What follows belongs to an exercise in optimizing a design on an open flow for small area, a short achievable clock period and few clock cycles; a production flow would make more cautious choices. The RTL was checked by simulation tests, not by an equivalence proof against the original design. Power and IR drop assume default switching activity.

### design/flow/config.mk
export PLATFORM = sky130hd
export DESIGN_NAME = jenkins_lookup3_mixer
export DESIGN_NICKNAME = jenkins_lookup3_mixer
export VERILOG_FILES = /design/flow/design.v
export SDC_FILE = /design/flow/constraint.sdc
export NUM_CORES = 4
export LEC_CHECK = 0
export CAP_MARGIN = 20
export CORE_MARGIN = 2
export CORE_UTILIZATION = 40
export SLEW_MARGIN = 20
### design/flow/constraint.sdc
create_clock -name core_clock -period 6.0 [get_ports {clk}]
set_input_delay 1.2000 -clock core_clock [delete_from_list [all_inputs] [get_ports {clk}]]
set_output_delay 1.2000 -clock core_clock [all_outputs]
set_load 0.01 [all_outputs]
### design/flow/design.v
module jenkins_lookup3_mixer (
    input  wire        clk,
    input  wire        rst,         
    input  wire        cmd_valid,
    output wire        cmd_ready,
    input  wire [35:0] cmd_data,
    output wire        rsp_valid,
    input  wire        rsp_ready,
    output wire [35:0] rsp_data,
    output wire        done
);
    localparam [31:0] GOLDEN = 32'h9e3779b9;
    localparam [3:0] OP_NOP    = 4'h0;
    localparam [3:0] OP_STARTZ = 4'h1;
    localparam [3:0] OP_STARTN = 4'h2;
    localparam [3:0] OP_PUSHB  = 4'h3;
    localparam [3:0] OP_PUSHW  = 4'h4;
    localparam [3:0] OP_FINISH = 4'h5;
    localparam [3:0] OP_READ   = 4'h6;
    localparam [3:0] OP_STATUS = 4'h7;
    localparam [3:0] OP_CLEAR  = 4'h8;
    localparam [3:0] RC_OK    = 4'd0;
    localparam [3:0] RC_E_OP  = 4'd1;
    localparam [3:0] RC_E_ARG = 4'd2;
    localparam [3:0] RC_E_SEQ = 4'd3;
    localparam [1:0] PH_IDLE   = 2'd0;
    localparam [1:0] PH_ABSORB = 2'd1;
    localparam [1:0] PH_DONE   = 2'd2;
    localparam [2:0] S_CMD  = 3'd0;    
    localparam [2:0] S_BYTE = 3'd1;    
    localparam [2:0] S_MIX  = 3'd2;    
    localparam [2:0] S_TAIL = 3'd3;    
    localparam [2:0] S_FIN  = 3'd4;    
    localparam [2:0] S_RSP  = 3'd5;    
    function [31:0] rotl;
        input [31:0] x;
        input [4:0]  k;
        begin
            rotl = (x << k) | (x >> (6'd32 - {1'b0, k}));
        end
    endfunction
    reg [31:0] a_q, b_q, c_q;
    reg [7:0]  buf_q [0:11];
    reg [3:0]  n_q;
    reg [1:0]  ph_q;
    reg        z_q;
    reg [1:0]  err_q;
    reg [2:0]  state_q;
    reg [2:0]  round_q;      
    reg [31:0] word_q;       
    reg [2:0]  bytes_q;      
    reg [35:0] rsp_q;
    assign cmd_ready = (state_q == S_CMD);
    assign rsp_valid = (state_q == S_RSP);
    assign rsp_data  = rsp_q;
    assign done      = (ph_q == PH_DONE);
    wire [3:0]  op  = cmd_data[35:32];
    wire [31:0] arg = cmd_data[31:0];
    reg [3:0] chk_code;
    always @(*) begin
        chk_code = RC_OK;
        if (op > OP_CLEAR)
            chk_code = RC_E_OP;
        else if ((op == OP_NOP || op == OP_FINISH || op == OP_READ ||
                  op == OP_STATUS || op == OP_CLEAR) && arg != 32'd0)
            chk_code = RC_E_ARG;
        else if (op == OP_PUSHB && arg[31:8] != 24'd0)
            chk_code = RC_E_ARG;
        else if ((op == OP_PUSHB || op == OP_PUSHW || op == OP_FINISH) &&
                 (ph_q == PH_IDLE || (ph_q == PH_DONE && !z_q)))
            chk_code = RC_E_SEQ;
        else if (op == OP_READ && ph_q != PH_DONE)
            chk_code = RC_E_SEQ;
    end
    wire [31:0] status_word = {22'd0, err_q, n_q, 1'b0, z_q, ph_q};
    wire [7:0] cur_byte = word_q[7:0];
    reg  [7:0] nbuf [0:11];
    integer i;
    always @(*) begin
        for (i = 0; i < 12; i = i + 1)
            nbuf[i] = (n_q == i[3:0]) ? cur_byte : buf_q[i];
    end
    wire [31:0] w0 = {nbuf[3],  nbuf[2],  nbuf[1], nbuf[0]};
    wire [31:0] w1 = {nbuf[7],  nbuf[6],  nbuf[5], nbuf[4]};
    wire [31:0] w2 = {nbuf[11], nbuf[10], nbuf[9], nbuf[8]};
    reg [7:0] tbyte [0:11];
    always @(*) begin
        for (i = 0; i < 12; i = i + 1)
            tbyte[i] = (i[3:0] < n_q) ? buf_q[i] : 8'd0;
    end
    wire [31:0] rem_a = {tbyte[3],  tbyte[2],  tbyte[1], tbyte[0]};
    wire [31:0] rem_b = {tbyte[7],  tbyte[6],  tbyte[5], tbyte[4]};
    wire [31:0] rem_c = {tbyte[11], tbyte[10], tbyte[9], tbyte[8]};
    reg [31:0] mix_a, mix_b, mix_c;
    always @(*) begin
        mix_a = a_q;
        mix_b = b_q;
        mix_c = c_q;
        case (round_q)
            3'd0: begin mix_a = (a_q - c_q) ^ rotl(c_q, 5'd4);  mix_c = c_q + b_q; end
            3'd1: begin mix_b = (b_q - a_q) ^ rotl(a_q, 5'd6);  mix_a = a_q + c_q; end
            3'd2: begin mix_c = (c_q - b_q) ^ rotl(b_q, 5'd8);  mix_b = b_q + a_q; end
            3'd3: begin mix_a = (a_q - c_q) ^ rotl(c_q, 5'd16); mix_c = c_q + b_q; end
            3'd4: begin mix_b = (b_q - a_q) ^ rotl(a_q, 5'd19); mix_a = a_q + c_q; end
            default: begin mix_c = (c_q - b_q) ^ rotl(b_q, 5'd4); mix_b = b_q + a_q; end
        endcase
    end
    reg [31:0] fin_a, fin_b, fin_c;
    always @(*) begin
        fin_a = a_q;
        fin_b = b_q;
        fin_c = c_q;
        case (round_q)
            3'd0: fin_c = (c_q ^ b_q) - rotl(b_q, 5'd14);
            3'd1: fin_a = (a_q ^ c_q) - rotl(c_q, 5'd11);
            3'd2: fin_b = (b_q ^ a_q) - rotl(a_q, 5'd25);
            3'd3: fin_c = (c_q ^ b_q) - rotl(b_q, 5'd16);
            3'd4: fin_a = (a_q ^ c_q) - rotl(c_q, 5'd4);
            3'd5: fin_b = (b_q ^ a_q) - rotl(a_q, 5'd14);
            default: fin_c = (c_q ^ b_q) - rotl(b_q, 5'd24);
        endcase
    end
    always @(posedge clk) begin
        if (rst) begin
            state_q <= S_CMD;
            ph_q    <= PH_IDLE;
            n_q     <= 4'd0;
            z_q     <= 1'b0;
            err_q   <= 2'd0;
            round_q <= 3'd0;
            bytes_q <= 3'd0;
        end else begin
            case (state_q)
            S_CMD: if (cmd_valid) begin
                rsp_q   <= {RC_OK, 32'd0};
                round_q <= 3'd0;
                if (chk_code != RC_OK) begin
                    rsp_q <= {chk_code, 32'd0};
                    if (err_q == 2'd0)
                        err_q <= chk_code[1:0];
                    state_q <= S_RSP;
                end else begin
                    state_q <= S_RSP;
                    case (op)
                    OP_STARTZ, OP_STARTN: begin
                        a_q  <= GOLDEN;
                        b_q  <= GOLDEN;
                        c_q  <= arg;
                        n_q  <= 4'd0;
                        z_q  <= (op == OP_STARTZ);
                        ph_q <= PH_ABSORB;
                    end
                    OP_PUSHB: if (ph_q == PH_ABSORB) begin
                        word_q  <= arg;
                        bytes_q <= 3'd1;
                        state_q <= S_BYTE;
                    end
                    OP_PUSHW: if (ph_q == PH_ABSORB) begin
                        word_q  <= arg;
                        bytes_q <= 3'd4;
                        state_q <= S_BYTE;
                    end
                    OP_FINISH: if (ph_q == PH_ABSORB)
                        state_q <= S_TAIL;
                    OP_READ:
                        rsp_q <= {RC_OK, c_q};
                    OP_STATUS:
                        rsp_q <= {RC_OK, status_word};
                    OP_CLEAR: begin
                        ph_q  <= PH_IDLE;
                        n_q   <= 4'd0;
                        z_q   <= 1'b0;
                        err_q <= 2'd0;
                    end
                    default: ;   
                    endcase
                end
            end
            S_BYTE: begin
                word_q  <= {8'd0, word_q[31:8]};
                bytes_q <= bytes_q - 3'd1;
                if (z_q && cur_byte == 8'd0) begin
                    bytes_q <= 3'd0;
                    state_q <= S_TAIL;
                end else if (n_q == 4'd11) begin
                    a_q     <= a_q + w0;
                    b_q     <= b_q + w1;
                    c_q     <= c_q + w2;
                    n_q     <= 4'd0;
                    round_q <= 3'd0;
                    state_q <= S_MIX;
                end else begin
                    buf_q[n_q] <= cur_byte;
                    n_q        <= n_q + 4'd1;
                    if (bytes_q == 3'd1)
                        state_q <= S_RSP;
                end
            end
            S_MIX: begin
                a_q     <= mix_a;
                b_q     <= mix_b;
                c_q     <= mix_c;
                round_q <= round_q + 3'd1;
                if (round_q == 3'd5)
                    state_q <= (bytes_q == 3'd0) ? S_RSP : S_BYTE;
            end
            S_TAIL: begin
                a_q     <= a_q + rem_a;
                b_q     <= b_q + rem_b;
                c_q     <= c_q + rem_c;
                n_q     <= 4'd0;
                round_q <= 3'd0;
                state_q <= S_FIN;
            end
            S_FIN: begin
                a_q     <= fin_a;
                b_q     <= fin_b;
                c_q     <= fin_c;
                round_q <= round_q + 3'd1;
                if (round_q == 3'd6) begin
                    ph_q    <= PH_DONE;
                    state_q <= S_RSP;
                end
            end
            S_RSP: if (rsp_ready)
                state_q <= S_CMD;
            default: state_q <= S_CMD;
            endcase
        end
    end
endmodule
### design/flow/run.sh
#!/bin/bash
# synth_recipe.tcl (not shown) runs the flow's synth.tcl, then flattens the netlist and writes it again
# the make line also repeats each setting of config.mk as NAME=value (left out here)
make -C /OpenROAD-flow-scripts/flow DESIGN_CONFIG=/design/flow/config.mk WORK_HOME=/design/flow/orfs CLKGATE_MAP_FILE= SYNTH_SCRIPT=/design/flow/synth_recipe.tcl finish
==> run notes <==
outcome=complete, no violations; Post-synth ARST share=0%; Power Density=490 nW/um^2; Overflow after GRT=0; Final Cycle Share=88.5%; EDFF count, synth=258; initial antenna violation count=4; Cell Area, Placed=38500 sq um; fmax=188 MHz; CTS tree=built; cells resized by post-CTS repair=0; largest net degree at the start of global routing=46; crit end category=flop; crit path time final=5.31 ns; clk_skew=0.0393 ns; vias per cell=6.52; Synth Instances=4431; clock power share=11.8%; global-route wire length before repair=236 mm; Worst VDD drop=0.232 mV; Vert. Die Dim=303 um; Seq pwr share=15.9%; Sw Ratio=53.8%; Row Count=109; post-route cell area=39800 sq um; Max H-tree Level=2; Worst Path Class, Setup=reg2reg; clk root buf=clkbuf_16; logic gate share of total power=72.3%; GPL Wtd Cong=1.04; final setup TNS=0 ns; DR WL/cell=29.1 um; final setup fails=0; Worst-Margin Slew=1.11 ns; Initial DRT Pass Iterations=9; growth of design area from synthesis to finish=11.1%; Cell Area, Synth=35800 sq um; Slowest cell on crit path=ha_1; final slew viol count=0; core area=88500 sq um; Tot Pwr=0.0195 W; share of layout cells above drive strength 1=6.42%; Avg Inst Size Synth=8.08 sq um; detailed-route via count=37100; DPL Wire Length=129 mm; Synth cell types=100; clock-pin slew on the worst setup and hold paths=0.06 ns; worst-path fanout max=23; RSZ-0062 raised after global routing=no; detailed-route DRC error count=0; clock latency on the worst-skew pair=0.61 ns; Worst Path Arrival=5.60 ns; total clock sinks=276; Die W=303 um; Worst path max stage delay=0.72 ns; GRT Total Usage=35.0%; Switching Power=0.0105 W; Setup Buffers After CTS=0; prevailing post-synth register cell=edfxtp_1; number of global-route vias before repair=33800; Yosys reg bits=276; Max Cap Viol=0; Startpoint Class=flop; Max-slew headroom=25.6%; Starting Density=40.5%; total CTS buffers=38; CP bufs+invs=1; critical path, cell by cell=inv_1 -> ha_1 -> a31oi_1 -> or2_2 -> a22o_1 -> ha_1 -> a21o_1 -> a21o_1 -> a2111oi_0 -> o311ai_1 -> a31o_1 -> a21o_1 -> o21ai_0 -> o211ai_1; min-delay worst type=reg2reg; clk buf depth=3; WP data required=6.29 ns; sequential-to-total area share from yosys stat=22.6%; Antenna Nets Post-Route=0; num ports=79; 1st-iter DRT viols=4792; DIE AREA=91900 sq um; most used cell along the critical path=a21o_1; hold buffers post-CTS=0; IO buf count=76; Int Power=0.00902 W; Top Family by Delay on Critical Path=compound AO/OA/AOI/OAI gates; Yosys warning total=3; Final Hold Vio Count=0; final WL=166 mm; P_leak=16.9 nW; Final #Nets=4935
## worst min-delay path, stage by stage, from the launching register on
cell and delay, ns:
dfxtp_1 0.35, inv_1 0.06, a21oi_1 0.05
## layout by cell type (no fill, tap or decap), drive strengths merged, types with 62 or more instances in the layout
master         netlist  layout
inv                250     254
a21oi              434     434
xnor2              303     303
nand3               69      69
edfxtp             258     258
xor2                77      77
clkdlybuf4s50        0      76
o211ai              62      62
buf                 39     155
mux2i              139     139
ha                 393     393
nor2               315     315
nor3                95      95
o21ai              298     298
a31oi               63      63
nand2              364     364
a22o               117     117
a21o               144     144
## metrics by stage
| stage | worst slack [ns] | cells | util, % | hold WS [ns] |
|---|---|---|---|---|
| 2_1_floorplan | 0.0196 | 4440 | - | 0.460 |
| 3_3_place_gp | 1.02 | 5612 | 43.5 | 0.482 |
| 3_5_place_dp | 0.968 | 5613 | 43.5 | 0.492 |
| 4_1_cts | 0.918 | 5682 | 44.9 | 0.500 |
| 5_1_grt | 0.412 | 5684 | 44.9 | 0.529 |
| 6_report | 0.688 | 5689 | 44.9 | 0.507 |
## per-layer routing
| layer | vias to the layer above | global-route usage [%] | part of all wire (%) |
|---|---|---|---|
| li1 | 16600 | - | - |
| met1 | 17600 | 47.8 | 41 |
| met2 | 2378 | 51.0 | 41 |
| met3 | 515 | 7.81 | 12 |
| met4 | 6 | 19.0 | 6.7 |
| met5 | - | 0 | 0.021 |
## path summary, 6_finish.rpt
| path | from | end | slack [ns] | cells past startpoint |
|---|---|---|---|---|
| min | ph_q[1]$_SDFFE_PP0P_ | ph_q[1]$_SDFFE_PP0P_ | 0.51 | 2 |
| min reg2reg | ph_q[1]$_SDFFE_PP0P_ | ph_q[1]$_SDFFE_PP0P_ | 0.51 | 2 |
| max | n_q[0]$_SDFFE_PP0P_ | b_q[21]$_DFFE_PP_ | 0.69 | 14 |
| max reg2reg | n_q[0]$_SDFFE_PP0P_ | b_q[21]$_DFFE_PP_ | 0.69 | 14 |
## synth_stat cells (all sizes together) (32+ instances only)
cell / instances / share of area, %
a21oi: 434 / 6.1
ha: 393 / 14
nand2: 364 / 3.8
nor2: 315 / 3.3
xnor2: 303 / 7.4
o21ai: 298 / 4.2
edfxtp: 258 / 22
inv: 250 / 2.6
clkbuf: 182 / 1.9
a21o: 144 / 3.0
mux2i: 139 / 3.9
a22o: 117 / 2.9
nor3: 95 / 1.4
xor2: 77 / 1.9
nand3: 69 / 0.96
a31oi: 63 / 1.1
o211ai: 62 / 1.3
o21bai: 56 / 1.2
nand2b: 55 / 0.98
nor2b: 54 / 0.94
a22oi: 51 / 1.1
a211oi: 46 / 1.0
and3: 40 / 0.70
buf: 39 / 0.51
nor4: 34 / 0.63
and2: 32 / 0.56
## flip-flops by register name (all words and copies together) (netlist names), 3 cells and up
name and count:
n_q 4, b_q 32, state_q 3, c_q 32
rsp_q 34, buf_q 96, word_q 32, bytes_q 3
a_q 32, round_q 3
## layout make-up
type / instances / area (sq um)
diodes: 5 / 12.5
clock buffers: 47 / 1020
clock inverters: 22 / 201
fillers: 8860 / 48700
inverters: 261 / 980
multi-input cells: 3682 / 26000
flip-flops and latches: 276 / 8110
well taps: 1165 / 1460
repair buffers: 231 / 1950
## cells by family after synthesis
kind of cell    share of synthesized area, %
mux                                     3.92
flops                                   22.6
simple gates                            15.5
buf+inv                                 5.15
fa+ha+maj                               14.4
compound gates                          29.1
other cells                           0.0105
xor+xnor                                9.29
## power by group through the flow
| stage | clock, W | sequential (W) | combinational (W) |
|---|---|---|---|
| final | 0.00231 | 0.00310 | 0.0141 |
| after global routing | 0.00238 | 0.00308 | 0.0150 |
| after CTS | 0.00232 | 0.00306 | 0.0136 |
| after detailed placement | 0 | 0.00310 | 0.0135 |
| after global placement | 0 | 0.00310 | 0.0135 |
| after floorplan | 0 | 0.00292 | 0.00926 |
Testbench counts, summed over its fixed seeds: cycles 16,135.

==> port drivers added, routing unchanged <==
No port has a modelled driver above. Below, the same layout with a new extraction and two added sets of constraints.
Step 1: set_driving_cell puts a clkbuf_16 on clk and a buf_2 on each other input, an assumption about the parent block.
Step 2 also shifts input and output timing later by t, the mid clock arrival at the registers, as if the neighbouring blocks saw the same clock.
a / b / c = no drivers / after step 1 / after step 2; a / b = the first two.
t (ns): 0.659
slack for setup (ns): 0.688 / 0.688 / 0.688
worst register clock-pin slew, ns: 0.07 / 0.07
After both steps setup and hold are still met in this run. For this run, drivers alone change the setup slack by 0.000 ns; drivers and shift together by 0.000 ns.
